This is an optimization exercise on Yosys and OpenROAD, whose aim is small area, a short achievable clock period and few clock cycles, not a production implementation.
In this exercise RTL edits were held to simulation tests only and were not proved equivalent to the original.
Power and IR drop assume default switching activity.

[flow/design.v]
module fbe (
    input  wire        clk,
    input  wire        rst,           
    input  wire        host_valid,
    output wire        host_ready,
    input  wire        host_write,
    input  wire [1:0]  host_size,     
    input  wire [15:0] host_addr,     
    input  wire [31:0] host_wdata,
    output reg         resp_valid,
    output reg  [31:0] resp_rdata,
    output reg         src_valid,
    output reg  [31:0] src_addr,
    input  wire        src_ready,
    input  wire [7:0]  src_data,
    output reg         sink_valid,
    output reg  [1:0]  sink_kind,     
    output reg  [7:0]  sink_data,
    input  wire        sink_ready
);
    localparam integer W  = 48;
    localparam integer H  = 32;
    localparam integer N  = W * H / 8;
    localparam [1:0] M_WHITE = 2'd0, M_BLACK = 2'd1, M_XOR = 2'd2, M_OR = 2'd3;
    localparam [7:0] OP_NOP = 8'h00, OP_CLEAR = 8'h01, OP_INVERT = 8'h02,
                     OP_SETPIXEL = 8'h03, OP_GETPIXEL = 8'h04, OP_LINE = 8'h05,
                     OP_HRUN = 8'h06, OP_VRUN = 8'h07, OP_RECT = 8'h08,
                     OP_FILLRECT = 8'h09, OP_CIRCLE = 8'h0A, OP_FILLCIRCLE = 8'h0B,
                     OP_BLIT = 8'h0C, OP_PRESENT = 8'h0D, OP_BACKLIGHT = 8'h0E;
    localparam integer S_IDLE  = 0,
                       S_WIN0  = 1,     
                       S_WIN1  = 2,     
                       S_GETP  = 3,
                       S_PRES  = 4,
                       S_FLUSH = 5,
                       S_BLS   = 6,
                       S_RECT2 = 7,
                       S_LSET  = 8,
                       S_LINE  = 9,
                       S_CW1   = 10,
                       S_CW2   = 11,
                       S_BSKIP = 12,
                       S_BRUN  = 13,
                       S_DONE  = 14,    
                       S_BS1   = 15,    
                       S_PST   = 16,    
                       S_BL0   = 17,    
                       S_FILL  = 18,    
                       S_DEC   = 19,    
                       S_GETP2 = 20,
                       NS      = 21;
    function [NS-1:0] go(input integer s);
        begin
            go = {NS{1'b0}};
            go[s] = 1'b1;
        end
    endfunction
    reg [31:0] arg0, arg1, arg2;
    reg [3:0]  flags;                
    reg        bl;
    reg        result;
    reg [W*H-1:0] fb;                
    reg [NS-1:0] st, nst;
    reg          rdy;
    reg          hq_w;           
    reg [1:0]    hq_sz;
    reg [15:0]   hq_ad;
    reg [31:0]   hq_wd;
    reg          hq_cmd;         
    reg          hq_ok;          
    reg [7:0]  cmd_op;
    reg [1:0]  cmd_mode;
    reg               dwe, dxr, dyr, dpat, dk0, dk1;
    reg signed [17:0] dX1, dX2, dY1, dY2;
    reg [7:0]         bb;
    reg signed [5:0]  pbp;
    reg               fclr, finv;    
    reg [W-1:0] rda_col;             
    reg [1:0]  rda_strip;
    reg        plast;
    reg [1:0]  wk;
    wire [7:0] wi = hq_ad[7:0];
    wire [1:0] wn = hq_sz;
    reg signed [15:0] p;
    reg signed [16:0] q;
    reg signed [19:0] e, g;          
    reg signed [17:0] ldx, ldy;
    reg signed [18:0] ldxy;          
    reg               lsx, lsy;
    reg signed [17:0] cdab;          
    reg [5:0]  bx, bxl;              
    reg [2:0]  bkc, bnk;             
    reg signed [5:0] bp;             
    reg        blastm;               
    reg [13:0] bS, bSn;              
    wire signed [17:0] A = {{2{arg0[15]}}, arg0[15:0]};
    wire signed [17:0] B = {{2{arg0[31]}}, arg0[31:16]};
    wire signed [17:0] C = {{2{arg1[15]}}, arg1[15:0]};
    wire signed [17:0] D = {{2{arg1[31]}}, arg1[31:16]};
    wire [15:0] Cu = arg1[15:0];
    wire [15:0] Du = arg1[31:16];
    wire [31:0] E  = arg2;
    reg  ac_lt, bd_lt, bc_lt;        
    wire signed [17:0] xl = ac_lt ? A : C;
    wire signed [17:0] xr = ac_lt ? C : A;
    wire signed [17:0] yt = bd_lt ? B : D;
    wire signed [17:0] yb = bd_lt ? D : B;
    wire signed [17:0] rl = bc_lt ? B : C;
    wire signed [17:0] rh = bc_lt ? C : B;
    reg [H-1:0] rd_col;
    integer kx;
    always @(*) begin
        rd_col = {H{1'b0}};
        for (kx = 0; kx < W; kx = kx + 1)
            rd_col = rd_col | ({H{rda_col[kx]}} & fb[H*kx +: H]);
    end
    wire [7:0] rd_byte = rd_col[8*rda_strip +: 8];
    function [W-1:0] onehot(input [5:0] v);
        begin
            onehot = {{(W-1){1'b0}}, 1'b1} << v;
        end
    endfunction
    wire               c_fill = (cmd_op == OP_FILLCIRCLE);
    wire signed [17:0] ca_s   = {{2{p[15]}}, p};
    wire signed [17:0] cb_s   = {q[16], q};
    wire               c_ab   = (cdab == 0);
    wire               c_last = (e >= 0) || (cdab >= 0);
    wire               c_w2   = c_fill ? (c_last && !c_ab) : !c_ab;
    wire signed [18:0] cd_inc = (e < 0) ? {ca_s, 1'b1} + 19'sd2 : {cdab, 1'b1} + 19'sd4;
    wire signed [18:0] cd_next = e + cd_inc;
    wire signed [17:0] cb_next = (e < 0) ? cb_s : cb_s - 1;
    wire signed [17:0] ca_next = ca_s + 1;
    wire signed [17:0] cdab_next = (e < 0) ? cdab + 18'sd1 : cdab + 18'sd2;
    wire               c_end   = (e < 0) ? (cdab >= 0) : (cdab >= -1);
    wire signed [17:0] c_cc = c_fill ? B : A;    
    wire signed [17:0] c_cr = c_fill ? A : B;    
    wire signed [17:0] c_u  = st[S_CW1] ? ca_s : cb_s;
    wire signed [17:0] c_v  = st[S_CW1] ? cb_s : ca_s;
    wire               lstep_x = ~e[19];
    wire               lstep_y = ~g[19];
    wire               l_end   = (p == arg1[15:0]) && (q[15:0] == arg1[31:16]);
    wire [19:0]        l_df    = ({20{lstep_x & ~lstep_y}} & {ldy[17], ldy, 1'b0}) |
                                 ({20{~lstep_x & lstep_y}} & {ldx[17], ldx, 1'b0}) |
                                 ({20{lstep_x & lstep_y}}  & {ldxy, 1'b0});
    wire signed [17:0] l_ddx   = C - A;
    wire signed [17:0] l_ddy   = D - B;
    wire signed [17:0] l_adx   = l_ddx[17] ? -l_ddx : l_ddx;
    wire signed [17:0] l_ady   = l_ddy[17] ? l_ddy : -l_ddy;      
    wire [13:0] b_S     = {1'b0, Du[15:3]} + {13'd0, (Du[2:0] != 3'd0)};
    wire signed [17:0] b_ae = A + $signed({2'b00, Cu}) - 1;    
    wire signed [17:0] b_be = B + $signed({2'b00, Du}) - 1;    
    wire [15:0] b_negA  = -arg0[15:0];
    wire [15:0] b_negB  = -arg0[31:16];
    wire [12:0] b_k0    = B[17] ? b_negB[15:3] : 13'd0;        
    wire signed [17:0] b_t  = 18'sd31 - B;
    wire [13:0] b_t8    = b_t[16:3];                           
    wire signed [5:0] b_p0 = B[17] ? ((arg0[18:16] == 3'd0) ? 6'sd0 : {3'b111, arg0[18:16]})
                                   : B[5:0];
    wire [15:0] b_dm1   = Du - 16'd1;
    wire [13:0] b_sk    = {1'b0, b_dm1[15:3]} - {1'b0, b_k0};       
    wire signed [6:0] b_ns7 = 7'sd31 - {b_p0[5], b_p0};
    wire [2:0]  b_ns    = b_ns7[5:3];                              
    reg  [13:0] bsk;
    wire        b_lastm = (bsk <= {11'd0, b_ns});
    wire [2:0]  b_nk    = b_lastm ? bsk[2:0] : b_ns;
    wire [2:0]  b_hl    = arg1[18:16] - 3'd1;                  
    wire [7:0]  b_lmask = (8'd2 << b_hl) - 8'd1;
    reg         b_clip;          
    wire        b_clip_c = (Cu == 16'd0) || (Du == 16'd0) || b_be[17] || (B > H - 1) ||
                          b_ae[17] || (A > W - 1);
    wire        b_fetch  = src_valid && src_ready;
    wire        b_colend = (bkc == 3'd0);
    wire [31:0] b_base   = st[S_IDLE] ? E : src_addr;
    wire [13:0] b_add    = st[S_IDLE] ? {1'b0, b_k0} : st[S_BSKIP] ? bS : b_colend ? bSn : 14'd1;
    wire [31:0] b_sum    = b_base + {18'd0, b_add};
    wire        acc      = host_valid && st[S_IDLE];
    wire        acc_simple = host_write && !((host_addr == 16'h0000) && (host_size == 2'd2));
    wire        dec      = st[S_DEC];
    wire        hq_simple = hq_w && !((hq_ad == 16'h0000) && (hq_sz == 2'd2));
    wire        is_reg   = (hq_ad < 16'h001C) && (hq_sz == 2'd2) && (hq_ad[1:0] == 2'b00);
    wire        is_win   = (hq_ad >= 16'h1000);
    wire [15:0] win_i    = hq_ad - 16'h1000;
    wire [2:0]  win_s    = (hq_sz == 2'd0) ? 3'd1 : (hq_sz == 2'd1) ? 3'd2 : 3'd4;
    wire        win_al   = (hq_sz == 2'd0) ? 1'b1 :
                           (hq_sz == 2'd1) ? (win_i[0] == 1'b0) : (win_i[1:0] == 2'b00);
    wire        win_ok   = is_win && !hq_w && (hq_sz != 2'd3) && win_al &&
                           ({1'b0, win_i} + win_s <= N);
    wire [31:0] hdr      = hq_wd;
    wire [7:0]  hop      = hdr[7:0];
    wire        hdr_ill  = (hdr[31:10] != 22'd0) || (hop > OP_BACKLIGHT);
    wire        hdr_draw = (hop == OP_SETPIXEL) || (hop == OP_LINE) ||
                           (hop == OP_HRUN) || (hop == OP_VRUN) ||
                           (hop == OP_RECT) || (hop == OP_FILLRECT) ||
                           (hop == OP_CIRCLE) || (hop == OP_FILLCIRCLE);
    wire        hdr_badm = (hdr_draw && hdr[9:8] == M_OR) ||
                           (hop == OP_BLIT && hdr[9:8] != M_OR);
    wire        cmdw     = dec && hq_cmd && hq_ok;
    wire [7:0]  h_op     = host_wdata[7:0];
    wire        h_ill    = (host_wdata[31:10] != 22'd0) || (h_op > OP_BACKLIGHT);
    wire        h_draw   = (h_op == OP_SETPIXEL) || (h_op == OP_LINE) ||
                           (h_op == OP_HRUN) || (h_op == OP_VRUN) ||
                           (h_op == OP_RECT) || (h_op == OP_FILLRECT) ||
                           (h_op == OP_CIRCLE) || (h_op == OP_FILLCIRCLE);
    wire        h_badm   = (h_draw && host_wdata[9:8] == M_OR) ||
                           (h_op == OP_BLIT && host_wdata[9:8] != M_OR);
    assign host_ready = rdy;
    wire a_in  = (A >= 0) && (A < W) && (B >= 0) && (B < H);
    wire [1:0] wi_strip = (wi >= 8'd144) ? 2'd3 : (wi >= 8'd96) ? 2'd2 : (wi >= 8'd48) ? 2'd1 : 2'd0;
    wire [7:0] wi_col   = wi - {wi_strip, 5'd0} - {1'b0, wi_strip, 4'd0};
    reg               n_we, n_xr, n_yr, n_pat;
    reg signed [17:0] n_X1, n_X2, n_Y1, n_Y2;
    always @(*) begin
        n_we  = 1'b0;
        n_xr  = 1'b1;
        n_yr  = 1'b1;
        n_pat = 1'b0;
        n_X1 = A; n_X2 = A; n_Y1 = B; n_Y2 = B;
        if (dec) begin
            n_we = cmdw && ((hop == OP_SETPIXEL) || (hop == OP_HRUN) || (hop == OP_VRUN) ||
                            (hop == OP_FILLRECT) || (hop == OP_RECT));
            case (hop[3:0])
                4'h6:    begin n_X1 = rl; n_X2 = rh; n_Y1 = A;  n_Y2 = A;  end
                4'h7:    begin n_X1 = A;  n_X2 = A;  n_Y1 = rl; n_Y2 = rh; end
                4'h8:    begin n_X1 = xl; n_X2 = xr; n_Y1 = yt; n_Y2 = yb; n_yr = 1'b0; end
                4'h9:    begin n_X1 = xl; n_X2 = xr; n_Y1 = yt; n_Y2 = yb; end
                default: begin n_X1 = A;  n_X2 = A;  n_Y1 = B;  n_Y2 = B;  end
            endcase
        end
        if (st[S_RECT2]) begin
            n_we = 1'b1; n_xr = 1'b0;
            n_X1 = xl; n_X2 = xr; n_Y1 = yt + 1; n_Y2 = yb - 1;
        end
        if (st[S_LINE]) begin
            n_we = 1'b1;
            n_X1 = p; n_X2 = p; n_Y1 = q; n_Y2 = q;
        end
        if (st[S_CW1] || st[S_CW2]) begin
            n_we = st[S_CW1] || c_w2;
            n_xr = 1'b0;
            n_yr = c_fill;
            n_X1 = c_cc - c_u; n_X2 = c_cc + c_u;
            n_Y1 = c_cr - c_v; n_Y2 = c_cr + c_v;
        end
        if (st[S_BRUN]) begin
            n_we  = b_fetch;
            n_pat = 1'b1;
            n_X1 = {12'd0, bx}; n_X2 = {12'd0, bx};
        end
    end
    wire signed [17:0] XH      = dxr ? dX2 : dX1;
    wire               x1_big  = ~dX1[17] & ((|dX1[16:6]) | (dX1[5:4] == 2'b11));
    wire               xh_big  = ~XH[17] & ((|XH[16:6]) | (XH[5:4] == 2'b11));
    wire               x2_ok   = ~dX2[17] & ~((|dX2[16:6]) | (dX2[5:4] == 2'b11));
    wire               x_empty = XH[17] | x1_big;
    wire [5:0]         x_lo    = dX1[17] ? 6'd0 : dX1[5:0];
    wire [5:0]         x_hi    = xh_big ? 6'd47 : XH[5:0];
    reg  [W-1:0]       x_ge, x_le, colm;
    integer ix;
    always @(*) begin
        x_ge[0] = (x_lo == 6'd0);
        for (ix = 1; ix < W; ix = ix + 1)
            x_ge[ix] = x_ge[ix-1] | (x_lo == ix);
        x_le[W-1] = (x_hi == W - 1);
        for (ix = W - 2; ix >= 0; ix = ix - 1)
            x_le[ix] = x_le[ix+1] | (x_hi == ix);
        for (ix = 0; ix < W; ix = ix + 1)
            colm[ix] = (~x_empty & x_ge[ix] & x_le[ix]) |
                       (~dxr & x2_ok & (dX2[5:0] == ix));
    end
    wire signed [17:0] YH      = dyr ? dY2 : dY1;
    wire               y1_big  = ~dY1[17] & (|dY1[16:5]);
    wire               yh_big  = ~YH[17] & (|YH[16:5]);
    wire               y2_ok   = ~dY2[17] & ~(|dY2[16:5]);
    wire               y_empty = YH[17] | y1_big;
    wire [4:0]         y_lo    = dY1[17] ? 5'd0 : dY1[4:0];
    wire [4:0]         y_hi    = yh_big ? 5'd31 : YH[4:0];
    reg  [H-1:0]       y_ge, y_le, rowg;
    integer iy;
    always @(*) begin
        y_ge[0] = (y_lo == 5'd0);
        for (iy = 1; iy < H; iy = iy + 1)
            y_ge[iy] = y_ge[iy-1] | (y_lo == iy);
        y_le[H-1] = (y_hi == H - 1);
        for (iy = H - 2; iy >= 0; iy = iy - 1)
            y_le[iy] = y_le[iy+1] | (y_hi == iy);
        for (iy = 0; iy < H; iy = iy + 1)
            rowg[iy] = (~y_empty & y_ge[iy] & y_le[iy]) |
                       (~dyr & y2_ok & (dY2[4:0] == iy));
    end
    wire [2:0]  pb_r  = pbp[2:0];
    wire [14:0] pb_sh = {7'd0, bb} << pb_r;
    wire signed [2:0] pb_q = pbp[5:3];             
    reg  [H-1:0] rowp;
    integer is;
    always @(*) begin
        for (is = 0; is < 4; is = is + 1) begin
            rowp[8*is +: 8] = (pb_q == is)     ? pb_sh[7:0] :
                              (pb_q == is - 1) ? {1'b0, pb_sh[14:8]} : 8'd0;
        end
    end
    wire [H-1:0] rm  = (dpat ? rowp : rowg) | {H{fclr}};
    wire [W-1:0] c0m = ({W{dwe & dk0}} & colm) | {W{fclr}};
    wire [W-1:0] c1m = ({W{dwe & dk1}} & colm) | {W{finv}};
    genvar gx, gy;
    generate
        for (gx = 0; gx < W; gx = gx + 1) begin : g_col
            for (gy = 0; gy < H; gy = gy + 1) begin : g_row
                always @(posedge clk)
                    fb[H*gx + gy] <= fb[H*gx + gy] ? ~(c0m[gx] & rm[gy]) : (c1m[gx] & rm[gy]);
            end
        end
    endgenerate
    always @(posedge clk) begin
        if (rst) begin
            dwe  <= 1'b0;
            fclr <= 1'b1;
            finv <= 1'b0;
        end else begin
            dwe  <= n_we;
            fclr <= cmdw && (hop == OP_CLEAR || hop == OP_INVERT);
            finv <= cmdw && (hop == OP_INVERT);
        end
        dxr  <= n_xr;
        dyr  <= n_yr;
        dpat <= n_pat;
        dX1  <= n_X1;
        dX2  <= n_X2;
        dY1  <= n_Y1;
        dY2  <= n_Y2;
        if (dec) begin
            dk0 <= (hdr[9:8] != M_BLACK) && (hop != OP_BLIT);
            dk1 <= (hdr[9:8] != M_WHITE) || (hop == OP_BLIT);
        end
        if (st[S_BRUN] && b_fetch) begin
            bb  <= (b_colend && blastm) ? (src_data & b_lmask) : src_data;
            pbp <= bp;
        end
    end
    always @(posedge clk) begin
        if (st[S_BRUN]) begin
            if (src_ready) src_addr <= b_sum;
        end else if (st[S_BSKIP]) begin
            if (p != 16'sd0) src_addr <= b_sum;
        end else if (st[S_IDLE]) begin
            src_addr <= b_sum;
        end
    end
    always @(posedge clk) begin
        if (rst) begin
            st         <= go(S_IDLE);
            rdy        <= 1'b1;
            resp_rdata <= 32'd0;
            arg0       <= 32'd0;
            arg1       <= 32'd0;
            arg2       <= 32'd0;
            flags      <= 4'd0;
            bl         <= 1'b0;
            result     <= 1'b0;
            resp_valid <= 1'b0;
            src_valid  <= 1'b0;
            sink_valid <= 1'b0;
            sink_kind  <= 2'd0;
            sink_data  <= 8'd0;
            rda_col    <= onehot(6'd0);
            rda_strip  <= 2'd0;
        end else begin
            nst = st;
            resp_valid <= 1'b0;
            resp_rdata <= 32'd0;         
            if (st[S_IDLE]) begin
                ac_lt <= (A < C);
                b_clip <= b_clip_c;
                bd_lt <= (B < D);
                bc_lt <= (B < C);
                hq_w  <= host_write;
                hq_cmd <= host_write && (host_addr == 16'h0000) && (host_size == 2'd2);
                hq_ok  <= !h_ill && !h_badm;
                hq_sz <= host_size;
                hq_ad <= host_addr;
                hq_wd <= host_wdata;
                ldx  <= l_adx;
                ldy  <= l_ady;
                lsx  <= ~l_ddx[17] & (l_ddx != 0);
                lsy  <= ~l_ddy[17] & (l_ddy != 0);
                cdab <= -C;
                bx   <= A[17] ? 6'd0 : arg0[5:0];
                p    <= 16'sd0;
                q    <= C[16:0];
                e    <= 19'sd1 - C;
                if (acc) begin
                    resp_valid <= acc_simple;
                    nst = go(S_DEC);
                end
            end
            if (dec) begin
                cmd_op <= hop;
                resp_rdata <= 32'd0;
                resp_valid <= !hq_simple;
                nst = go(S_IDLE);
                if (hq_sz == 2'd3) begin
                    flags[3] <= 1'b1;
                end else if (is_win) begin
                    if (win_ok) begin
                        resp_valid <= 1'b0;
                        nst = go(S_WIN0);
                    end else begin
                        flags[3] <= 1'b1;
                    end
                end else if (!is_reg) begin
                    flags[3] <= 1'b1;
                end else if (!hq_w) begin
                    case (hq_ad[4:2])
                        3'd1: resp_rdata <= arg0;
                        3'd2: resp_rdata <= arg1;
                        3'd3: resp_rdata <= arg2;
                        3'd4: resp_rdata <= {23'd0, bl, 4'd0, flags};
                        3'd5: resp_rdata <= {31'd0, result};
                        3'd6: resp_rdata <= {H[15:0], W[15:0]};
                        default: resp_rdata <= 32'd0;
                    endcase
                end else begin
                    case (hq_ad[4:2])
                        3'd1: arg0 <= hq_wd;
                        3'd2: arg1 <= hq_wd;
                        3'd3: arg2 <= hq_wd;
                        3'd4: flags <= flags & ~hq_wd[3:0];
                        3'd5, 3'd6: flags[3] <= 1'b1;
                        default: begin
                            if (!hq_ok) begin
                                if (hdr_ill) flags[0] <= 1'b1;
                                else         flags[1] <= 1'b1;
                            end else begin
                                case (hop)
                                    OP_CLEAR, OP_INVERT: begin
                                        resp_valid <= 1'b0;
                                        nst         = go(S_DONE);
                                    end
                                    OP_SETPIXEL, OP_HRUN, OP_VRUN, OP_FILLRECT: begin
                                        resp_valid <= 1'b0;
                                        nst         = go(S_DONE);
                                    end
                                    OP_RECT: begin
                                        resp_valid <= 1'b0;
                                        nst         = go(S_RECT2);
                                    end
                                    OP_GETPIXEL: begin
                                        resp_valid <= 1'b0;
                                        rda_col    <= onehot(arg0[5:0]);
                                        rda_strip  <= arg0[20:19];
                                        nst         = go(S_GETP);
                                    end
                                    OP_LINE: begin
                                        resp_valid <= 1'b0;
                                        p    <= arg0[15:0];
                                        q    <= B[16:0];
                                        e    <= 2 * ldx + ldy;
                                        g    <= -ldx - 2 * ldy;
                                        ldxy <= ldx + ldy;
                                        nst  = go(S_LINE);
                                    end
                                    OP_CIRCLE, OP_FILLCIRCLE: begin
                                        if (!C[17]) begin
                                            resp_valid <= 1'b0;
                                            nst = go(S_CW1);
                                        end
                                    end
                                    OP_BLIT: begin
                                        if (!b_clip) begin
                                            resp_valid <= 1'b0;
                                            bxl <= (b_ae > W - 1) ? 6'd47 : b_ae[5:0];
                                            bsk <= b_sk;
                                            bS  <= b_S;
                                            p   <= A[17] ? b_negA : 16'd0;
                                            nst  = go(S_BSKIP);
                                        end
                                    end
                                    OP_PRESENT: begin
                                        resp_valid <= 1'b0;
                                        sink_valid <= 1'b1;
                                        sink_kind  <= 2'd0;
                                        sink_data  <= rd_byte;
                                        rda_col    <= onehot(6'd1);
                                        plast      <= 1'b0;
                                        nst         = go(S_PRES);
                                    end
                                    OP_BACKLIGHT: begin
                                        resp_valid <= 1'b0;
                                        nst         = go(S_BL0);
                                    end
                                    default: ;   
                                endcase
                            end
                        end
                    endcase
                end
            end
            if (st[S_WIN0]) begin
                rda_col   <= onehot(wi_col[5:0]);
                rda_strip <= wi_strip;
                wk        <= 2'd0;
                nst        = go(S_WIN1);
            end
            if (st[S_WIN1]) begin
                hq_wd[8*wk +: 8] <= rd_byte;
                wk      <= wk + 2'd1;
                rda_col <= {rda_col[W-2:0], rda_col[W-1]};
                if (wk == ((wn == 2'd0) ? 2'd0 : (wn == 2'd1) ? 2'd1 : 2'd3)) begin
                    resp_valid <= 1'b1;
                    resp_rdata <= (wn == 2'd0) ? {24'd0, rd_byte} :
                                  (wn == 2'd1) ? {16'd0, rd_byte, hq_wd[7:0]} : {rd_byte, hq_wd[23:0]};
                    rda_col    <= onehot(6'd0);
                    rda_strip  <= 2'd0;
                    nst         = go(S_IDLE);
                end
            end
            if (st[S_GETP]) begin
                hq_wd[31:24] <= rd_byte;
                nst   = go(S_GETP2);
            end
            if (st[S_GETP2]) begin
                if (a_in) begin
                    result <= hq_wd[24 + arg0[18:16]];
                end else begin
                    result   <= 1'b0;
                    flags[2] <= 1'b1;
                end
                rda_col    <= onehot(6'd0);
                rda_strip  <= 2'd0;
                resp_valid <= 1'b1;
                nst         = go(S_IDLE);
            end
            if (st[S_FILL]) nst = go(S_DONE);
            if (st[S_PST]) begin
                sink_valid <= 1'b1;
                sink_kind  <= 2'd0;
                sink_data  <= rd_byte;
                rda_col    <= onehot(6'd1);
                plast      <= 1'b0;
                nst         = go(S_PRES);
            end
            if (st[S_BL0]) begin
                bl         <= arg0[0];
                sink_valid <= 1'b1;
                sink_kind  <= 2'd2;
                sink_data  <= {7'd0, arg0[0]};
                nst         = go(S_BLS);
            end
            if (st[S_PRES] && sink_ready) begin
                if (plast) begin
                    sink_kind <= 2'd1;
                    sink_data <= 8'd0;
                    nst        = go(S_FLUSH);
                end else begin
                    sink_data <= rd_byte;
                    plast     <= rda_col[W-1] && (rda_strip == 2'd3);
                    if (rda_col[W-1]) begin
                        rda_col   <= onehot(6'd0);
                        rda_strip <= rda_strip + 2'd1;
                    end else begin
                        rda_col   <= {rda_col[W-2:0], rda_col[W-1]};
                    end
                end
            end
            if ((st[S_FLUSH] || st[S_BLS]) && sink_ready) begin
                sink_valid <= 1'b0;
                sink_kind  <= 2'd0;
                sink_data  <= 8'd0;
                resp_valid <= 1'b1;
                nst         = go(S_IDLE);
            end
            if (st[S_RECT2]) nst = go(S_DONE);
            if (st[S_DONE]) begin
                resp_valid <= 1'b1;
                nst         = go(S_IDLE);
            end
            if (st[S_LSET]) begin
                p    <= arg0[15:0];
                q    <= B[16:0];
                e    <= 2 * ldx + ldy;
                g    <= -ldx - 2 * ldy;
                ldxy <= ldx + ldy;
                nst   = go(S_LINE);
            end
            if (st[S_LINE]) begin
                if (l_end) begin
                    nst = go(S_DONE);
                end else begin
                    e <= e + $signed(l_df);
                    g <= g - $signed(l_df);
                    if (lstep_x) p <= lsx ? p + 16'sd1 : p - 16'sd1;
                    if (lstep_y) q <= lsy ? q + 17'sd1 : q - 17'sd1;
                end
            end
            if (st[S_CW1] || st[S_CW2]) begin
                if (st[S_CW1] && c_w2) begin
                    nst = go(S_CW2);
                end else begin
                    p    <= ca_next[15:0];
                    q    <= cb_next[16:0];
                    e    <= cd_next;
                    cdab <= cdab_next;
                    nst = c_end ? go(S_DONE) : go(S_CW1);
                end
            end
            if (st[S_BS1]) begin
                bxl    <= (b_ae > W - 1) ? 6'd47 : b_ae[5:0];
                bsk    <= b_sk;
                bS     <= b_S;
                p      <= A[17] ? b_negA : 16'd0;
                nst     = go(S_BSKIP);
            end
            if (st[S_BSKIP]) begin
                bnk    <= b_nk;
                blastm <= b_lastm;
                bkc    <= b_nk;
                bp     <= b_p0;
                bSn    <= bS - {11'd0, b_nk};
                if (p == 16'sd0) begin
                    src_valid <= 1'b1;
                    nst        = go(S_BRUN);
                end else begin
                    p        <= p - 16'sd1;
                end
            end
            if (st[S_BRUN] && b_fetch) begin
                if (b_colend) begin
                    if (bx == bxl) begin
                        src_valid <= 1'b0;
                        nst        = go(S_DONE);
                    end else begin
                        bx       <= bx + 6'd1;
                        bkc      <= bnk;
                        bp       <= b_p0;
                    end
                end else begin
                    bkc      <= bkc - 3'd1;
                    bp       <= bp + 6'sd8;
                end
            end
            st  <= nst;
            rdy <= nst[S_IDLE] || (nst[S_DEC] && acc && acc_simple);
        end
    end
endmodule
[flow/run.sh]
#!/bin/bash
# synth_recipe.tcl (not shown) runs the flow's synth.tcl, then flattens the netlist and writes it again
# the make line also repeats each setting of config.mk as NAME=value (left out here)
make -C /OpenROAD-flow-scripts/flow DESIGN_CONFIG=/design/flow/config.mk WORK_HOME=/design/flow/orfs CLKGATE_MAP_FILE= SYNTH_SCRIPT=/design/flow/synth_recipe.tcl finish
[flow/config.mk]
export PLATFORM = sky130hd
export DESIGN_NAME = fbe
export DESIGN_NICKNAME = fbe
export VERILOG_FILES = /design/flow/design.v
export SDC_FILE = /design/flow/constraint.sdc
export NUM_CORES = 4
export LEC_CHECK = 0
export CAP_MARGIN = 10
export CELL_PAD_IN_SITES_DETAIL_PLACEMENT = 1
export CELL_PAD_IN_SITES_GLOBAL_PLACEMENT = 2
export CORE_MARGIN = 2
export CORE_UTILIZATION = 20
export CTS_CLUSTER_DIAMETER = 80
export CTS_CLUSTER_SIZE = 40
export PLACE_DENSITY = 0.3
export SLEW_MARGIN = 10
[flow/constraint.sdc]
create_clock -name core_clock -period 16.0 [get_ports {clk}]
set_input_delay 3.2000 -clock core_clock [delete_from_list [all_inputs] [get_ports {clk}]]
set_output_delay 3.2000 -clock core_clock [all_outputs]
set_load 0.01 [all_outputs]
==> summary.txt, run 1 <==
Floorplan
  • Starting Density: 20.1%
  • Die width: 764 um
  • I/O pins: 142
  • Row count: 279
  • Die height: 764 um
  • Floorplan core area: 0.577 mm2
  • Die Footprint: 0.584 mm2

Layout
  • Cell area after layout: 0.137 mm2
  • Area delta synth->final: 18.0%
  • Register cell area after layout: 0.0468 mm2
  • Finished Layout Cells: 21300
  • Layout fillers: 66500
  • Area of the multi-input gates: 0.0643 mm2
  • Layout cell share with drive strength beyond 1: 10.1%
  • Nets@finish: 13800
  • Final Core Density: 23.7%

CTS
  • CTS Buf Count: 234
  • Clock sink count: 2163
  • Cts hold-fix bufs: 0
  • Root Buffer Master: clkbuf_16
  • TritonCTS clock tree: done
  • Post-CTS sizing: 0
  • Clock slew at reported path FFs: 0.07 ns
  • Clock Tree Buf Depth: 4
  • H-tree depth: 4
  • Setup Buffers After CTS: 0
  • Clk Latency, worst-skew pair: 1.09 ns

Timing
  • Final cycle utilization of the critical path: 38.2%
  • FMAX: 0.163 GHz
  • # setup viols final: 0
  • Fin. Hold Viols: 0
  • Final setup skew: 0.161 ns
  • Setup TNS: 0 ns
  • Hold slack final: 0.463 ns
  • Slew @ Worst Pin: 1.35 ns
  • Slew headroom: 8.86%
  • Final Worst Setup Slack: 9.88 ns
  • Final slew viol count: 0
  • Post-layout minimum cycle time: 6.12 ns
  • Unrepaired setup endpoints after global routing: no

Global route
  • GR Util All Layers: 30.2%
  • Grt ovf: 0
  • Initial antenna violation count: 113
  • Number of global-route vias before repair: 117000
  • Largest net degree at the start of global routing: 97
  • First-pass GRT wire length: 1190 mm

Worst hold path
  • Worst hold path type: reg -> reg
  • Worst Hold Path EP: sink_data[5]$_SDFFE_PP0P_
  • Hold Path Cell Cnt: 2
  • HP Start: sink_data[5]$_SDFFE_PP0P_

Logic synthesis
  • Netlist cell types: 100
  • Post-synthesis sequential area ratio: 40.3%
  • EDFF count, synth: 330
  • Yosys reg bits: 2163
  • Yosys top cell by area: dfxtp_1
  • Share of the synthesized area in the top cell type: 31.7%
  • Mapped cell area: 0.116 mm2
  • Main synth FF type: dfxtp_1
  • Synth top cells by count: 2238 x a21oi_1, 1833 x dfxtp_1, 1564 x a31oi_1
  • Synth area leaders: dfxtp_1 32%, a21oi_1 9.7%, edfxtp_1 8.6%, a31oi_1 8.5%, ha_1 4.1%
  • Ys async rst share: 0%
  • Post-Syn Area per Cell: 8.40 um2
  • YS warnings: 1
  • Cells after synthesis: 13800
  • Top-count cell post-synth: a21oi_1

Setup path
  • R2r endpoint: src_addr[29]$_DFFE_PP_
  • Largest fanout on the critical path: 16
  • R2R cell count: 18
  • Arr. time, crit path: 7.01 ns
  • Critical Path Source: sink_ready
  • R2R Path Start: arg0[16]$_SDFFE_PP0P_
  • Worst R2R Setup Slack: 10.37 ns
  • CP endpoint kind: flop
  • Worst Path Required: 16.90 ns
  • Setup CP Type: in -> reg
  • CP startpoint kind: input port

Detailed routing
  • Via-to-Cell Ratio: 5.57
  • ANT nets after route: 0
  • Via Count: 119000
  • Pre-Repair DR Iteration Count: 6
  • Number of remaining DRC errors: 0
  • Wire per inst: 42.9 um
  • Routed WL: 916 mm
  • Iter 0 DRT Violations: 11700

Place
  • Placed Area: 0.128 mm2
  • Post-Place Setup Slack: 8.49 ns
  • Port bufs: 141
  • HPWL after detailed placement: 614 mm
  • GP Congestion: 0.849
  • Placed Cells: 20900

Run
  • Max-cap violations: 0

Status
  • Status: finished clean

Pwr
  • Pwr Total: 17.5 mW
  • VDD IR max: 107 uV
  • Pleak: 47.5 nW
  • Power per Cell Area: 128 mW/mm2
area by class of cell:
cell class	count	area share, %
Antenna cell	34	0.0623
Clock buffer	254	4.45
Timing Repair Buffer	711	4.23
Sequential cell	2163	34.3
Tap cell	7727	7.08
Clock inverter	185	1.73
Multi-Input combinational cell	9903	47.1
Inverter	370	1.02
cell families (layout without fill, tap and decap cells):
logic type                 after synthesis  count (layout)  share of synthesized area [%]
DFF                                   2163            2163                           40.3
and+or+nand+nor                       2658            2658                           10.8
adders and majority gates              394             394                           4.39
xor gates and xnor gates               435             435                           3.29
AOI/OAI and AO/OA                     6112            6112                           33.0
other                                    1              39                        0.00324
buffers and inverters                 1700            1520                           5.58
muxes                                  299             299                           2.68
cell usage in the layout (no fill, tap or decap), types with 227 or more instances in the layout:
master	Yosys	routed
a21oi_1	2238	2236
a221oi_1	355	355
a22o_1	265	265
a22oi_1	251	251
a31oi_1	1564	1563
buf_4	2	564
clkbuf_16	0	237
dfxtp_1	1833	1772
edfxtp_1	330	330
ha_1	375	375
inv_1	355	355
mux2i_1	227	227
nand2_1	961	956
nor2_1	601	590
o21ai_0	550	545
xnor2_1	268	268
layer usage:
layer	track usage [%]	vias up	wire length, um
met4	12.4	18	44000
met2	52.9	3833	448000
met5	0	-	130
met3	2.97	1088	39400
met1	37.8	62400	385000
li1	-	51600	-
worst max-delay path, stage by stage:
cell and delay (ns):
clkdlybuf4s50_1 0.56, nand2_1 0.27, nor2_1 0.17, or4_1 0.85, nor3_4 0.76, and2_1 0.65, a22oi_1 0.15, o21ai_0 0.16
a21oi_1 0.07, nor2_1 0.14
registers in the layout (all words and copies together), names as in the netlist, 16 cells and up:
| register | count |
|---|---|
| resp_rdata | 32 |
| g | 19 |
| arg2 | 32 |
| rda_col | 48 |
| cdab | 18 |
| e | 20 |
| st | 21 |
| hq_wd | 32 |
| ldx | 18 |
| dX2 | 18 |
| src_addr | 32 |
| dY1 | 18 |
| fb | 1536 |
| dX1 | 18 |
| q | 17 |
| arg0 | 32 |
| p | 16 |
| arg1 | 32 |
| ldxy | 19 |
| ldy | 18 |
| hq_ad | 16 |
| dY2 | 18 |
where the power goes:
part	internal (mW)	leakage (nW)	switching [mW]	total (mW)
registers	6.83	18.2	1.09	7.92
clock network	3.21	4.08	3.11	6.31
logic	1.18	25.2	2.12	3.29
worst max path at each step:
stage	endpoint	slack, ns	cells past startpoint
global route	src_addr[29]$_DFFE_PP_	9.72	16
floorplan	rdy$_SDFF_PP1_	8.99	7
finish	rda_col[27]$_SDFF_PP0_	9.88	10
CTS	rda_col[24]$_SDFF_PP0_	9.58	10
detailed placement	rda_col[24]$_SDFF_PP0_	8.49	10
global placement	rda_col[27]$_SDFF_PP0_	8.53	10
Testbench counts, summed over its fixed seeds: cycles 16,632.
==> run 2, diff against run 1 <==
--- a/flow/design.v
+++ b/flow/design.v
@@ -87,6 +87,7 @@
     reg signed [17:0] ldx, ldy;
     reg signed [18:0] ldxy;          
     reg               lsx, lsy;
+    reg               lx0, ly0;      
     reg signed [17:0] cdab;          
     reg [5:0]  bx, bxl;              
     reg [2:0]  bkc, bnk;             
@@ -139,6 +140,8 @@
     wire               lstep_x = ~e[19];
     wire               lstep_y = ~g[19];
     wire               l_end   = (p == arg1[15:0]) && (q[15:0] == arg1[31:16]);
+    wire               l_gone  = (p[15] && !lsx) || (!p[15] && (p > 16'sd47) && (lsx || lx0)) ||
+                                 (q[16] && !lsy) || (!q[16] && (q > 17'sd31) && (lsy || ly0));
     wire [19:0]        l_df    = ({20{lstep_x & ~lstep_y}} & {ldy[17], ldy, 1'b0}) |
                                  ({20{~lstep_x & lstep_y}} & {ldx[17], ldx, 1'b0}) |
                                  ({20{lstep_x & lstep_y}}  & {ldxy, 1'b0});
@@ -337,6 +340,63 @@
         end
     end
     always @(posedge clk) begin
+        if (rst) begin
+            sink_valid <= 1'b0;
+            sink_kind  <= 2'd0;
+            sink_data  <= 8'd0;
+            rda_col    <= onehot(6'd0);
+            rda_strip  <= 2'd0;
+        end else if (st[S_PRES]) begin
+            if (sink_ready) begin
+                if (plast) begin
+                    sink_kind <= 2'd1;
+                    sink_data <= 8'd0;
+                end else begin
+                    sink_data <= rd_byte;
+                    plast     <= rda_col[W-1] && (rda_strip == 2'd3);
+                    if (rda_col[W-1]) begin
+                        rda_col   <= onehot(6'd0);
+                        rda_strip <= rda_strip + 2'd1;
+                    end else begin
+                        rda_col   <= {rda_col[W-2:0], rda_col[W-1]};
+                    end
+                end
+            end
+        end else if (st[S_FLUSH] || st[S_BLS]) begin
+            if (sink_ready) begin
+                sink_valid <= 1'b0;
+                sink_kind  <= 2'd0;
+                sink_data  <= 8'd0;
+            end
+        end else if (st[S_BL0]) begin
+            sink_valid <= 1'b1;
+            sink_kind  <= 2'd2;
+            sink_data  <= {7'd0, arg0[0]};
+        end else if (st[S_WIN0]) begin
+            rda_col   <= onehot(wi_col[5:0]);
+            rda_strip <= wi_strip;
+        end else if (st[S_WIN1]) begin
+            if (wk == ((wn == 2'd0) ? 2'd0 : (wn == 2'd1) ? 2'd1 : 2'd3)) begin
+                rda_col   <= onehot(6'd0);
+                rda_strip <= 2'd0;
+            end else begin
+                rda_col   <= {rda_col[W-2:0], rda_col[W-1]};
+            end
+        end else if (st[S_GETP2]) begin
+            rda_col   <= onehot(6'd0);
+            rda_strip <= 2'd0;
+        end else if (cmdw && hop == OP_PRESENT) begin
+            sink_valid <= 1'b1;
+            sink_kind  <= 2'd0;
+            sink_data  <= rd_byte;
+            rda_col    <= onehot(6'd1);
+            plast      <= 1'b0;
+        end else if (cmdw && hop == OP_GETPIXEL) begin
+            rda_col   <= onehot(arg0[5:0]);
+            rda_strip <= arg0[20:19];
+        end
+    end
+    always @(posedge clk) begin
         if (st[S_BRUN]) begin
             if (src_ready) src_addr <= b_sum;
         end else if (st[S_BSKIP]) begin
@@ -358,11 +418,6 @@
             result     <= 1'b0;
             resp_valid <= 1'b0;
             src_valid  <= 1'b0;
-            sink_valid <= 1'b0;
-            sink_kind  <= 2'd0;
-            sink_data  <= 8'd0;
-            rda_col    <= onehot(6'd0);
-            rda_strip  <= 2'd0;
         end else begin
             nst = st;
             resp_valid <= 1'b0;
@@ -382,6 +437,8 @@
                 ldy  <= l_ady;
                 lsx  <= ~l_ddx[17] & (l_ddx != 0);
                 lsy  <= ~l_ddy[17] & (l_ddy != 0);
+                lx0  <= (l_ddx == 0);
+                ly0  <= (l_ddy == 0);
                 cdab <= -C;
                 bx   <= A[17] ? 6'd0 : arg0[5:0];
                 p    <= 16'sd0;
@@ -445,8 +502,6 @@
                                     end
                                     OP_GETPIXEL: begin
                                         resp_valid <= 1'b0;
-                                        rda_col    <= onehot(arg0[5:0]);
-                                        rda_strip  <= arg0[20:19];
                                         nst         = go(S_GETP);
                                     end
                                     OP_LINE: begin
@@ -476,11 +531,6 @@
                                     end
                                     OP_PRESENT: begin
                                         resp_valid <= 1'b0;
-                                        sink_valid <= 1'b1;
-                                        sink_kind  <= 2'd0;
-                                        sink_data  <= rd_byte;
-                                        rda_col    <= onehot(6'd1);
-                                        plast      <= 1'b0;
                                         nst         = go(S_PRES);
                                     end
                                     OP_BACKLIGHT: begin
@@ -495,21 +545,16 @@
                 end
             end
             if (st[S_WIN0]) begin
-                rda_col   <= onehot(wi_col[5:0]);
-                rda_strip <= wi_strip;
                 wk        <= 2'd0;
                 nst        = go(S_WIN1);
             end
             if (st[S_WIN1]) begin
                 hq_wd[8*wk +: 8] <= rd_byte;
                 wk      <= wk + 2'd1;
-                rda_col <= {rda_col[W-2:0], rda_col[W-1]};
                 if (wk == ((wn == 2'd0) ? 2'd0 : (wn == 2'd1) ? 2'd1 : 2'd3)) begin
                     resp_valid <= 1'b1;
                     resp_rdata <= (wn == 2'd0) ? {24'd0, rd_byte} :
                                   (wn == 2'd1) ? {16'd0, rd_byte, hq_wd[7:0]} : {rd_byte, hq_wd[23:0]};
-                    rda_col    <= onehot(6'd0);
-                    rda_strip  <= 2'd0;
                     nst         = go(S_IDLE);
                 end
             end
@@ -524,47 +569,16 @@
                     result   <= 1'b0;
                     flags[2] <= 1'b1;
                 end
-                rda_col    <= onehot(6'd0);
-                rda_strip  <= 2'd0;
                 resp_valid <= 1'b1;
                 nst         = go(S_IDLE);
             end
             if (st[S_FILL]) nst = go(S_DONE);
-            if (st[S_PST]) begin
-                sink_valid <= 1'b1;
-                sink_kind  <= 2'd0;
-                sink_data  <= rd_byte;
-                rda_col    <= onehot(6'd1);
-                plast      <= 1'b0;
-                nst         = go(S_PRES);
-            end
             if (st[S_BL0]) begin
                 bl         <= arg0[0];
-                sink_valid <= 1'b1;
-                sink_kind  <= 2'd2;
-                sink_data  <= {7'd0, arg0[0]};
                 nst         = go(S_BLS);
             end
-            if (st[S_PRES] && sink_ready) begin
-                if (plast) begin
-                    sink_kind <= 2'd1;
-                    sink_data <= 8'd0;
-                    nst        = go(S_FLUSH);
-                end else begin
-                    sink_data <= rd_byte;
-                    plast     <= rda_col[W-1] && (rda_strip == 2'd3);
-                    if (rda_col[W-1]) begin
-                        rda_col   <= onehot(6'd0);
-                        rda_strip <= rda_strip + 2'd1;
-                    end else begin
-                        rda_col   <= {rda_col[W-2:0], rda_col[W-1]};
-                    end
-                end
-            end
+            if (st[S_PRES] && sink_ready && plast) nst = go(S_FLUSH);
             if ((st[S_FLUSH] || st[S_BLS]) && sink_ready) begin
-                sink_valid <= 1'b0;
-                sink_kind  <= 2'd0;
-                sink_data  <= 8'd0;
                 resp_valid <= 1'b1;
                 nst         = go(S_IDLE);
             end
@@ -582,7 +596,7 @@
                 nst   = go(S_LINE);
             end
             if (st[S_LINE]) begin
-                if (l_end) begin
+                if (l_end || l_gone) begin
                     nst = go(S_DONE);
                 end else begin
                     e <= e + $signed(l_df);
==> flow/config.mk (replaced) <==
export PLATFORM = sky130hd
export DESIGN_NAME = fbe
export DESIGN_NICKNAME = fbe
export VERILOG_FILES = /design/flow/design.v
export SDC_FILE = /design/flow/constraint.sdc
export NUM_CORES = 4
export LEC_CHECK = 0
export CAP_MARGIN = 20
export CELL_PAD_IN_SITES_DETAIL_PLACEMENT = 1
export CELL_PAD_IN_SITES_GLOBAL_PLACEMENT = 2
export CORE_MARGIN = 2
export CORE_UTILIZATION = 20
export PLACE_DENSITY = 0.3
export SLEW_MARGIN = 20
==> summary.txt, run 2 <==
Status
  • Status: finished clean

Setup path
  • CP startpoint kind: flop
  • Setup CP Type: reg -> reg
  • R2R cell count: 15 (-3)
  • Largest fanout on the critical path: 15 (-1)
  • Critical Path Source: arg1[0]$_SDFFE_PP0P_
  • Arr. time, crit path: 6.36 ns (-0.65 ns)
  • Worst Path Required: 16.65 ns (-0.25 ns)
  • R2R Path Start: arg1[0]$_SDFFE_PP0P_
  • CP endpoint kind: flop

Layout
  • Commonest non-fill, non-tap cell in the layout: a21oi_1
  • Max reg flops: 1536 (unchanged)
  • Finished Layout Cells: 21600 (+1.1%)
  • Layout fillers: 66700 (+0.37%)
  • Commonest cells after routing, fill and taps aside: 2137 x a21oi_1, 1771 x dfxtp_1, 1566 x a31oi_1
  • Layout cell share with drive strength beyond 1: 10.7% (+0.57 points)
  • Most flops, register: fb
  • Area delta synth->final: 19.4%
  • Largest regs: fb (1536), rda_col (48)
  • Nets@finish: 14000 (+1.2%)

Logic synthesis
  • Yosys reg bits: 2164 (+0.046%)
  • YS warnings: 1 (unchanged)
  • Synth area leaders: dfxtp_1 31%, a21oi_1 9.2%, edfxtp_1 8.5%, a31oi_1 8.4%, ha_1 4.1%
  • Post-Syn Area per Cell: 8.44 um2 (+0.38%)
  • Netlist cell types: 111 (+11%)
  • Post-synthesis sequential area ratio: 40.0% (-0.32 points)
  • Top-count cell post-synth: a21oi_1
  • Cells after synthesis: 13800 (+0.52%)
  • Ys async rst share: 0% (unchanged)
  • Yosys top cell by area: dfxtp_1
  • Main synth FF type: dfxtp_1
  • Mapped cell area: 0.117 mm2 (+0.90%)
  • Share of the synthesized area in the top cell type: 31.4% (-0.30 points)
  • Synth top cells by count: 2140 x a21oi_1, 1832 x dfxtp_1, 1566 x a31oi_1
  • EDFF count, synth: 332 (+0.61%)

Global route
  • Initial antenna violation count: 214 (+89%)
  • GR Util All Layers: 30.2% (+0.031 points)
  • GRT busiest layer: met2
  • Largest net degree at the start of global routing: 97 (unchanged)
  • Met3 GRT Util: 4.42% (+1.5 points)
  • Number of global-route vias before repair: 118000 (+0.58%)
  • First-pass GRT wire length: 1210 mm (+1.3%)
  • Grt ovf: 0 (unchanged)
  • Routing usage on met1: 44.7% (+6.9 points)
  • Met2 GRT Util: 45.8% (-7.1 points)

CTS
  • Post-CTS sizing: 0 (unchanged)
  • Cts hold-fix bufs: 0 (unchanged)
  • Clk Latency, worst-skew pair: 1.00 ns (-0.09 ns)
  • Setup Buffers After CTS: 0 (unchanged)
  • H-tree depth: 5 (+1)
  • Clock slew at reported path FFs: 0.06 ns (about the same)
  • Root Buffer Master: clkbuf_16
  • TritonCTS clock tree: done
  • CTS Buf Count: 311 (+33%)
  • Clock Tree Buf Depth: 4 (unchanged)
  • Clock sink count: 2164 (+0.046%)

Timing
  • Slew @ Worst Pin: 1.28 ns (-0.0731 ns)
  • Slew headroom: 13.9% (+5.0 points)
  • Unrepaired setup endpoints after global routing: no
  • FMAX: 0.175 GHz (+7.0%)
  • Final slew viol count: 0 (unchanged)
  • Final setup skew: 0.108 ns (-0.0525 ns)
  • Post-layout minimum cycle time: 5.72 ns (-0.401 ns)
  • Fin. Hold Viols: 0 (unchanged)
  • # setup viols final: 0 (unchanged)
  • Final cycle utilization of the critical path: 35.7% (-2.5 points)
  • Setup TNS: 0 ns (unchanged)

Detailed routing
  • Number of remaining DRC errors: 0 (unchanged)
  • Iter 0 DRT Violations: 14700 (+26%)
  • Wire per inst: 43.1 um (+0.35%)
  • Pre-Repair DR Iteration Count: 8 (+2)
  • ANT nets after route: 0 (unchanged)
  • Via-to-Cell Ratio: 5.73 (+2.9%)
  • Routed WL: 930 mm (+1.5%)
  • Via Count: 124000 (+4.1%)

Floorplan
  • Die width: 768 um (+0.45%)
  • Row count: 280 (+0.36%)
  • Starting Density: 20.1% (+0.023 points)
  • I/O pins: 142 (unchanged)
  • Die height: 768 um (+0.45%)
  • Die Footprint: 0.590 mm2 (+0.90%)
  • Floorplan core area: 0.581 mm2 (+0.78%)

Worst hold path
  • Hold Path Cell Cnt: 0 (-2)
  • HP Start: bp[2]$_DFFE_PP_
  • Worst hold path type: reg -> reg

Pwr
  • Pleak: 48.7 nW (+2.5%)
  • Power per Cell Area: 141 mW/mm2 (+9.7%)
  • VDD IR max: 79.8 uV (-26%)

Place
  • GP Congestion: 0.858 (+1.1%)
  • Port bufs: 141 (unchanged)
  • Placed Cells: 21000 (+0.55%)
  • HPWL after detailed placement: 620 mm (+1.0%)

Run
  • Max-cap violations: 0 (unchanged)
run 2: changes by cell type in the layout (fill, tap and decap cells not counted), sizes merged, moves of 32 or more:
cell and change:
clkbuf +217, a21oi -99, xnor2 +53, xor2 -53, a211oi +52, nand2 -52
inv -36, buf +34, a31o +32, a32oi +32
run 2: critical path, stage by stage (launching register included):
cell       delay (ns)
dfxtp_1          0.31
buf_4            0.24
inv_1            0.93
ha_1             0.30
inv_1            0.05
ha_1             0.22
fa_1             0.46
a21o_1           0.20
a21oi_1          0.35
o21bai_1         0.13
a2111oi_0        0.45
a311oi_1         0.11
a2111oi_0        0.64
nand4_1          0.22
o21bai_1         0.56
nand2_1          0.14
run 2: worst paths after layout:
path | end | slack, ns
min | pbp[2]$_DFFE_PP_ | 0.45
max | bxl[3]$_SDFFCE_PN1P_ | 10.28
max reg2reg | bxl[3]$_SDFFCE_PN1P_ | 10.28
min reg2reg | pbp[2]$_DFFE_PP_ | 0.45
run 2: through the flow:
stage / area, um2 / setup WS, ns / hold slack, ns / util (%) / total power [mW]
global route: 139000 / 10.01 / 0.475 / 23.9 / 20.6
global placement: 129000 / 9.67 / 0.444 / 22.2 / 12.3
CTS: 139000 / 10.36 / 0.452 / 23.9 / 19.7
finish: 139000 / 10.28 / 0.451 / 24.0 / 19.6
detailed placement: 129000 / 9.73 / 0.440 / 22.2 / 12.5
floorplan: 117000 / 8.99 / 0.373 / - / 10.8
run 2: per-layer routing:
layer | part of all wire [%] | wire, um
met2 | 43 | 397000
met5 | 0.0056 | 52
met1 | 48 | 449000
met4 | 2.6 | 24300
met3 | 6.4 | 59900
run 2: area by class of cell:
type	instances	area (um2)	share of cell area [%]
multi-input combinational	9934	65000	46.7
sequential	2164	46900	33.6
tap	7755	9700	6.97
clock buffer	470	9080	6.52
timing repair buffer	746	6090	4.37
inverter	393	1480	1.06
clock inverter	87	970	0.696
antenna	41	103	0.0737
run 2: where the power goes:
part           total, mW  internal (mW)  leakage [nW]  switching [mW]
clock               7.15           4.09          4.93            3.06
combinational       3.88           1.46          25.6            2.43
sequential          8.59           7.22          18.2            1.38
total               19.6           12.8          48.7            6.86
run 2: cell families (layout without fill, tap and decap cells):
family                   count (synthesis)  after routing  share of synthesized area [%]
AND/OR/NAND/NOR                       2696           2696                           11.0
XOR/XNOR                               435            435                           3.26
flip-flops                            2164           2164                           40.0
adder cells (fa/ha/maj)                397            397                           4.38
multiplexers                           289            289                           2.57
AO/OA/AOI/OAI                         6113           6113                           33.1
buffers and inverters                 1738           1696                           5.80
other                                    1             45                        0.00321
Testbench counts of run 2, summed over its fixed seeds: cycles 16,095.
==> run 3, diff against run 2 <==
--- a/flow/config.mk
+++ b/flow/config.mk
@@ -5,10 +5,12 @@
 export SDC_FILE = /design/flow/constraint.sdc
 export NUM_CORES = 4
 export LEC_CHECK = 0
-export CAP_MARGIN = 20
+export CAP_MARGIN = 10
 export CELL_PAD_IN_SITES_DETAIL_PLACEMENT = 1
 export CELL_PAD_IN_SITES_GLOBAL_PLACEMENT = 2
 export CORE_MARGIN = 2
 export CORE_UTILIZATION = 20
+export CTS_CLUSTER_DIAMETER = 80
+export CTS_CLUSTER_SIZE = 40
 export PLACE_DENSITY = 0.3
-export SLEW_MARGIN = 20
+export SLEW_MARGIN = 10
==> summary.txt, run 3 <==
Logic synthesis
  • Yosys reg bits: 2164 (unchanged)
  • Yosys top cell by area: dfxtp_1
  • Post-synthesis compound-gate area fraction: 33.1% (unchanged)
  • Simple-gate portion of the synthesized area: 11.0% (unchanged)
  • Main synth FF type: dfxtp_1
  • Synth top cells by count: 2140 x a21oi_1, 1832 x dfxtp_1, 1566 x a31oi_1
  • Largest family of logic cells by synthesized area: compound AO/OA/AOI/OAI gates
  • Netlist cell types: 111 (unchanged)
  • EDFF count, synth: 332 (unchanged)
  • XOR/XNOR share of the synthesized area: 3.26% (unchanged)
  • Post-Synth Adder-Cell Area: 4.38% (unchanged)
  • Synth area leaders: dfxtp_1 31%, a21oi_1 9.2%, edfxtp_1 8.5%, a31oi_1 8.4%, ha_1 4.1%
  • Ys async rst share: 0% (unchanged)
  • Post-synthesis sequential area ratio: 40.0% (unchanged)
  • Top-count cell post-synth: a21oi_1
  • Post-Syn Area per Cell: 8.44 um2 (unchanged)
  • Mapped cell area: 0.117 mm2 (unchanged)
  • Post-synthesis mux area share: 2.57% (unchanged)
  • Share of the synthesized area in the top cell type: 31.4% (unchanged)
  • YS warnings: 1 (unchanged)
  • Cells after synthesis: 13800 (unchanged)

Setup path
  • Worst Path Required: 16.65 ns (about the same)
  • CP endpoint kind: flop
  • Arr. time, crit path: 6.44 ns (+0.08 ns)
  • Largest fanout on the critical path: 15 (unchanged)
  • CP Cell Sequence: buf_4 -> inv_1 -> ha_1 -> inv_1 -> ha_1 -> fa_1 -> a21o_1 -> a21oi_1 -> o21bai_1 -> a2111oi_0 -> a311oi_1 -> a2111oi_0 -> nand4_1 -> o21bai_1 -> nand2b_1
  • Setup CP Type: reg -> reg
  • Slowest CP cell: inv_1
  • Slowest stage delay, CP: 0.87 ns (-0.06 ns)
  • CP startpoint kind: flop

Global route
  • Largest net degree at the start of global routing: 97 (unchanged)
  • Number of global-route vias before repair: 117000 (-0.66%)
  • GR Util All Layers: 30.1% (-0.081 points)
  • Initial antenna violation count: 219 (+2.3%)
  • Grt ovf: 0 (unchanged)
  • First-pass GRT wire length: 1200 mm (-0.28%)

Pwr
  • Clk pwr share: 33.3% (-3.1 points)
  • VDD IR max: 114 uV (+42%)
  • Sequential power share: 45.9% (+2.1 points)
  • Switching Share: 36.7% (+1.7 points)
  • NetSw: 6.86 mW (about the same)
  • Power per Cell Area: 136 mW/mm2 (-3.5%)
  • Internal power: 11.8 mW (-7.3%)
  • Combinational power share: 20.8% (+1.0 points)
  • Pwr Total: 18.7 mW (-4.8%)
  • Pleak: 47.7 nW (-2.0%)

Detailed routing
  • Routed WL: 928 mm (-0.18%)
  • Pre-Repair DR Iteration Count: 6 (-2)
  • Via Count: 123000 (-0.66%)
  • Iter 0 DRT Violations: 14800 (+0.72%)
  • ANT nets after route: 0 (unchanged)
  • Via-to-Cell Ratio: 5.73 (about the same)
  • Number of remaining DRC errors: 0 (unchanged)
  • Wire per inst: 43.3 um (+0.42%)

Timing
  • Final setup skew: 0.177 ns (+0.0693 ns)
  • Post-layout minimum cycle time: 5.80 ns (+0.0815 ns)
  • FMAX: 0.172 GHz (-1.4%)
  • Unrepaired setup endpoints after global routing: no
  • Final slew viol count: 0 (unchanged)
  • Slew @ Worst Pin: 1.39 ns (+0.108 ns)
  • Hold slack final: 0.455 ns (+0.00441 ns)
  • # setup viols final: 0 (unchanged)
  • Slew headroom: 7.50% (-6.4 points)
  • Setup TNS: 0 ns (unchanged)
  • Final cycle utilization of the critical path: 36.2% (+0.51 points)
  • Fin. Hold Viols: 0 (unchanged)

Layout
  • Largest regs: fb (1536), rda_col (48)
  • Nets@finish: 13900 (-0.58%)
  • Layout fillers: 66900 (+0.34%)
  • Commonest cells after routing, fill and taps aside: 2137 x a21oi_1, 1771 x dfxtp_1, 1566 x a31oi_1
  • Layout cell share with drive strength beyond 1: 10.5% (-0.21 points)
  • Most flops, register: fb
  • Commonest non-fill, non-tap cell in the layout: a21oi_1
  • Final Core Density: 23.6% (-0.32 points)
  • Area delta synth->final: 17.7%
  • Max reg flops: 1536 (unchanged)

Floorplan
  • Row count: 280 (unchanged)
  • Die height: 768 um (unchanged)
  • Die Footprint: 0.590 mm2 (unchanged)
  • Starting Density: 20.1% (unchanged)
  • Die width: 768 um (unchanged)
  • I/O pins: 142 (unchanged)
  • Floorplan core area: 0.581 mm2 (unchanged)

Worst hold path
  • Worst hold path type: reg -> reg

CTS
  • Post-CTS sizing: 0 (unchanged)
  • Clock Tree Buf Depth: 4 (unchanged)
  • Clk Latency, worst-skew pair: 1.09 ns (+0.09 ns)
  • Cts hold-fix bufs: 0 (unchanged)
  • H-tree depth: 4 (-1)
  • Clock slew at reported path FFs: 0.09 ns (+0.03 ns)
  • CTS Buf Count: 235 (-24%)
  • Setup Buffers After CTS: 0 (unchanged)
  • Root Buffer Master: clkbuf_16
  • TritonCTS clock tree: done
  • Clock sink count: 2164 (unchanged)

Place
  • Port bufs: 141 (unchanged)
  • GP Congestion: 0.858 (unchanged)
  • HPWL after detailed placement: 620 mm (about the same)

Status
  • Status: finished clean

Run
  • Max-cap violations: 0 (unchanged)
==> run 3: cell count changes in the layout (fill, tap and decap cells not counted), moves of 4 or more <==
cell / before / now
bufinv_16: 10 / 15
clkbuf_1: 95 / 13
clkbuf_16: 316 / 238
clkbuf_8: 59 / 18
clkinv_1: 15 / 11
clkinv_2: 40 / 14
clkinv_4: 2 / 21
clkinv_8: 7 / 18
clkinvlp_4: 3 / 15
diode_2: 41 / 36
inv_12: 0 / 7
inv_16: 6 / 2
inv_6: 10 / 46
inv_8: 0 / 23
==> run 3: worst max-delay path, delay by kind of cell, from the launching register on <==
family                     cells  cell delay (ns)
adders and majority gates      3             0.98
buffers and inverters          3             1.17
DFF                            1             0.32
and+or+nand+nor                2             0.38
AOI/OAI and AO/OA              7             2.55
==> run 3: cell type report <==
cell class / instances / area [um2] / share of cell area [%]
clock inverter: 168 / 2010 / 1.46
tap: 7755 / 9700 / 7.06
inverter: 393 / 1480 / 1.08
antenna: 36 / 90.1 / 0.0656
timing repair buffer: 741 / 6020 / 4.38
multi-input combinational: 9934 / 65000 / 47.3
clock buffer: 269 / 6250 / 4.55
sequential: 2164 / 46900 / 34.1
==> run 3: power groups by stage <==
| stage | Sequential [mW] | Combinational [mW] | Clock (mW) |
|---|---|---|---|
| after CTS | 8.54 | 3.85 | 6.38 |
| after detailed placement | 8.65 | 3.84 | 0 |
| final | 8.58 | 3.88 | 6.23 |
| after global routing | 8.79 | 4.27 | 6.56 |
| after global placement | 8.58 | 3.70 | 0 |
| after floorplan | 8.24 | 2.55 | 0 |
==> run 3: per-layer routing <==
layer	vias up	share of wire, %	GRT usage (%)
met3	850	6.6	4.36
li1	52000	-	-
met4	24	2.5	6.69
met1	64900	48	44.6
met5	-	0.017	0
met2	5194	43	45.9
==> run 3: kinds of logic after synthesis <==
family / count (synthesis)
multiplexers: 289
AO/OA/AOI/OAI: 6113
adder cells (fa/ha/maj): 397
other: 1
buffers and inverters: 1738
XOR/XNOR: 435
AND/OR/NAND/NOR: 2696
flip-flops: 2164
==> run 3: final timing paths <==
path,startpoint,to,slack [ns],depth (start not counted)
setup / recovery,arg1[0]$_SDFFE_PP0P_,bxl[2]$_SDFFCE_PN1P_,10.20,15
hold / removal,bp[2]$_DFFE_PP_,pbp[2]$_DFFE_PP_,0.46,0
setup reg to reg,arg1[0]$_SDFFE_PP0P_,bxl[2]$_SDFFCE_PN1P_,10.20,15
hold reg to reg,bp[2]$_DFFE_PP_,pbp[2]$_DFFE_PP_,0.46,0
==> run 3: stage by stage <==
stage          std cells  setup WS, ns  area, um2
2_1_floorplan      13800          8.99     117000
3_3_place_gp       21000          9.67     129000
3_5_place_dp       21000          9.77     129000
4_1_cts            21400         10.36     137000
5_1_grt            21400         10.08     137000
6_report           21500         10.20     137000
==> run 4, diff against run 3 <==
--- a/flow/design.v
+++ b/flow/design.v
@@ -424,6 +424,9 @@
             resp_rdata <= 32'd0;         
             if (st[S_IDLE]) begin
                 ac_lt <= (A < C);
+                bxl   <= (b_ae > W - 1) ? 6'd47 : b_ae[5:0];
+                bsk   <= b_sk;
+                bS    <= b_S;
                 b_clip <= b_clip_c;
                 bd_lt <= (B < D);
                 bc_lt <= (B < C);
@@ -522,9 +525,6 @@
                                     OP_BLIT: begin
                                         if (!b_clip) begin
                                             resp_valid <= 1'b0;
-                                            bxl <= (b_ae > W - 1) ? 6'd47 : b_ae[5:0];
-                                            bsk <= b_sk;
-                                            bS  <= b_S;
                                             p   <= A[17] ? b_negA : 16'd0;
                                             nst  = go(S_BSKIP);
                                         end
==> summary.txt, run 4 <==
Setup path
  • R2R cell count: 13 (-2)
  • CP endpoint kind: flop
  • WP depth: 13 (-2)
  • Slowest CP cell: or4_1
  • Slowest stage delay, CP: 0.77 ns (-0.10 ns)
  • Critical Path Source: hq_ad[3]$_DFFE_PP_
  • Largest fanout on the critical path: 42 (+27)
  • Worst Path Required: 16.68 ns (+0.03 ns)
  • Setup CP Type: reg -> reg
  • Worst Path Buf+Inv: 5 (+2)
  • Top delay family on crit path: buffers and inverters
  • R2R Path Start: hq_ad[3]$_DFFE_PP_
  • Arr. time, crit path: 6.50 ns (+0.06 ns)

Detailed routing
  • Number of remaining DRC errors: 0 (unchanged)
  • Via-to-Cell Ratio: 5.75 (+0.27%)
  • ANT nets after route: 0 (unchanged)
  • Wire per inst: 43.9 um (+1.4%)
  • Routed WL: 939 mm (+1.1%)

Layout
  • Most flops, register: fb
  • Nets@finish: 13800 (-0.59%)
  • Commonest cells after routing, fill and taps aside: 2039 x a21oi_1, 1769 x dfxtp_1, 1499 x a31oi_1
  • Max reg flops: 1536 (unchanged)
  • Commonest non-fill, non-tap cell in the layout: a21oi_1
  • Area delta synth->final: 17.9%
  • Layout cell share with drive strength beyond 1: 10.2% (-0.27 points)

Timing
  • Final slew viol count: 3 (+3)
  • Final cycle utilization of the critical path: 36.4% (+0.15 points)
  • FMAX: 0.172 GHz (-0.41%)
  • Slew headroom: -1.57% (-9.1 points)
  • Setup TNS: 0 ns (unchanged)
  • Unrepaired setup endpoints after global routing: no
  • Fin. Hold Viols: 0 (unchanged)
  • Hold slack final: 0.457 ns (+0.00135 ns)

CTS
  • H-tree depth: 4 (unchanged)
  • Clock slew at reported path FFs: 0.08 ns (about the same)
  • CTS Buf Count: 230 (-2.1%)
  • Clock Tree Buf Depth: 4 (unchanged)
  • Clock sink count: 2164 (unchanged)
  • TritonCTS clock tree: done
  • Post-CTS sizing: 0 (unchanged)

Logic synthesis
  • Synth area leaders: dfxtp_1 32%, a21oi_1 8.8%, edfxtp_1 8.6%, a31oi_1 8.1%, ha_1 4.0%
  • Main synth FF type: dfxtp_1
  • Yosys top cell by area: dfxtp_1
  • Share of the synthesized area in the top cell type: 31.5% (+0.096 points)
  • Netlist cell types: 106 (-4.5%)
  • YS warnings: 1 (unchanged)
  • Synth top cells by count: 2045 x a21oi_1, 1832 x dfxtp_1, 1499 x a31oi_1
  • Post-synthesis sequential area ratio: 40.1% (+0.12 points)
  • Cells after synthesis: 13700 (-0.64%)
  • Ys async rst share: 0% (unchanged)
  • Top-count cell post-synth: a21oi_1

Floorplan
  • Die Footprint: 0.588 mm2 (-0.30%)
  • I/O pins: 142 (unchanged)
  • Die height: 767 um (-0.15%)

Pwr
  • Power per Cell Area: 118 mW/mm2 (-13%)
  • VDD IR max: 104 uV (-8.8%)
  • Combinational power share: 17.9% (-2.9 points)
  • Sequential power share: 43.6% (-2.3 points)
  • Internal power: 10.5 mW (-11%)
  • Pleak: 48.1 nW (+0.76%)

Global route
  • GR Util All Layers: 30.6% (+0.45 points)
  • Grt ovf: 0 (unchanged)
  • Number of global-route vias before repair: 117000 (-0.17%)
  • Initial antenna violation count: 213 (-2.7%)

Place
  • HPWL after detailed placement: 628 mm (+1.4%)
  • GP Congestion: 0.888 (+3.4%)
  • Port bufs: 141 (unchanged)

Run
  • Max-cap violations: 1 (+1)

Status
  • Layout Check Fails: max-capacitance violations, max-slew violations
  • Status: complete, but fails checks

Worst hold path
  • HP Start: arg1[29]$_SDFFE_PP0P_
run 4: changes by cell type after synthesis, sizes merged, moves of 25 or more:
cell   change
o31ai     +62
nor2      +38
a31o      -31
mux2i     +29
o21ai     +27
a31oi     -67
xor2      +25
a21oi     -94
xnor2     -28
buf       -37
run 4: cell families after synthesis:
kind of cell / count (synthesis) / synth area share, %
compound gates: 6026 / 32.8
xor+xnor: 432 / 3.25
fa+ha+maj: 393 / 4.35
buf+inv: 1710 / 5.66
flops: 2164 / 40.1
mux: 315 / 2.80
other cells: 1 / 0.00322
simple gates: 2704 / 11.0
run 4: cell type report:
type                    count  area [um2]
fillers                 66900      443000
flip-flops and latches   2164       46900
repair buffers            732        5990
diodes                     49         123
multi-input cells        9874       64800
clock inverters           172        2220
well taps                7755        9700
clock buffers             259        6050
inverters                 389        1470
run 4: final timing paths:
| path | endpoint | slack, ns |
|---|---|---|
| setup reg to reg | q[10]$_DFFE_PP_ | 10.18 |
| hold reg to reg | arg1[29]$_SDFFE_PP0P_ | 0.46 |
| setup / recovery | q[10]$_DFFE_PP_ | 10.18 |
| hold / removal | arg1[29]$_SDFFE_PP0P_ | 0.46 |
run 4: power groups by stage:
| stage | Sequential, mW | Combinational, mW | Clock [mW] |
|---|---|---|---|
| 6_report | 7.07 | 2.90 | 6.26 |
| 5_1_grt | 7.18 | 3.14 | 6.60 |
| 4_1_cts | 7.05 | 2.88 | 6.43 |
| 3_5_place_dp | 7.17 | 2.87 | 0 |
| 3_3_place_gp | 7.13 | 2.79 | 0 |
| 2_1_floorplan | 6.96 | 1.75 | 0 |
run 4: layer usage:
metal / vias to the layer above / routed length (um) / global-route usage (%)
li1: 51800 / - / -
met1: 64900 / 453000 / 45.6
met2: 5300 / 399000 / 46.3
met3: 903 / 61700 / 3.92
met4: 10 / 25600 / 7.20
met5: - / 69 / 0
run 4: metrics by stage:
stage | total power [mW] | cells | util [%] | area (um2) | setup slack (ns)
floorplan | 8.71 | 13700 | - | 116000 | 8.65
global route | 16.9 | 21400 | 23.6 | 137000 | 9.97
detailed placement | 10.0 | 20900 | 22.2 | 129000 | 9.49
finish | 16.2 | 21400 | 23.6 | 137000 | 10.18
CTS | 16.3 | 21300 | 23.6 | 137000 | 10.17
global placement | 9.93 | 20900 | 22.2 | 129000 | 9.39
run 4: worst min-delay path: stages, from the launching register on:
cell     delay (ns)
dfxtp_1        0.31
nand2_1        0.05
a21oi_1        0.05
Testbench counts of run 4, summed over its fixed seeds: cycles 16,095.

## port drivers added, routing unchanged
No port has a modelled driver above. Below, the same layouts with a new extraction and two added sets of constraints.
Step 1 sets driving cells, clkbuf_16 on the clock port and buf_2 on the other inputs (assumed; they add their load-dependent delay and slew).
Step 2 times the ports against the registers' clock, not the clock port: input delays grow and output delays shrink by t, the midpoint of the rising clock arrivals with the driver on.
Three values: no drivers, after step 1, after step 2; two values: the first two.
run | t (ns) | setup WS [ns]
run 1 | 1.137 | 9.882 / 9.985 / 8.848
run 2 | 1.080 | 10.283 / 10.283 / 9.683
run 3 | 1.130 | 10.201 / 10.201 / 9.649
run 4 | 1.126 | 10.177 / 10.177 / 9.421
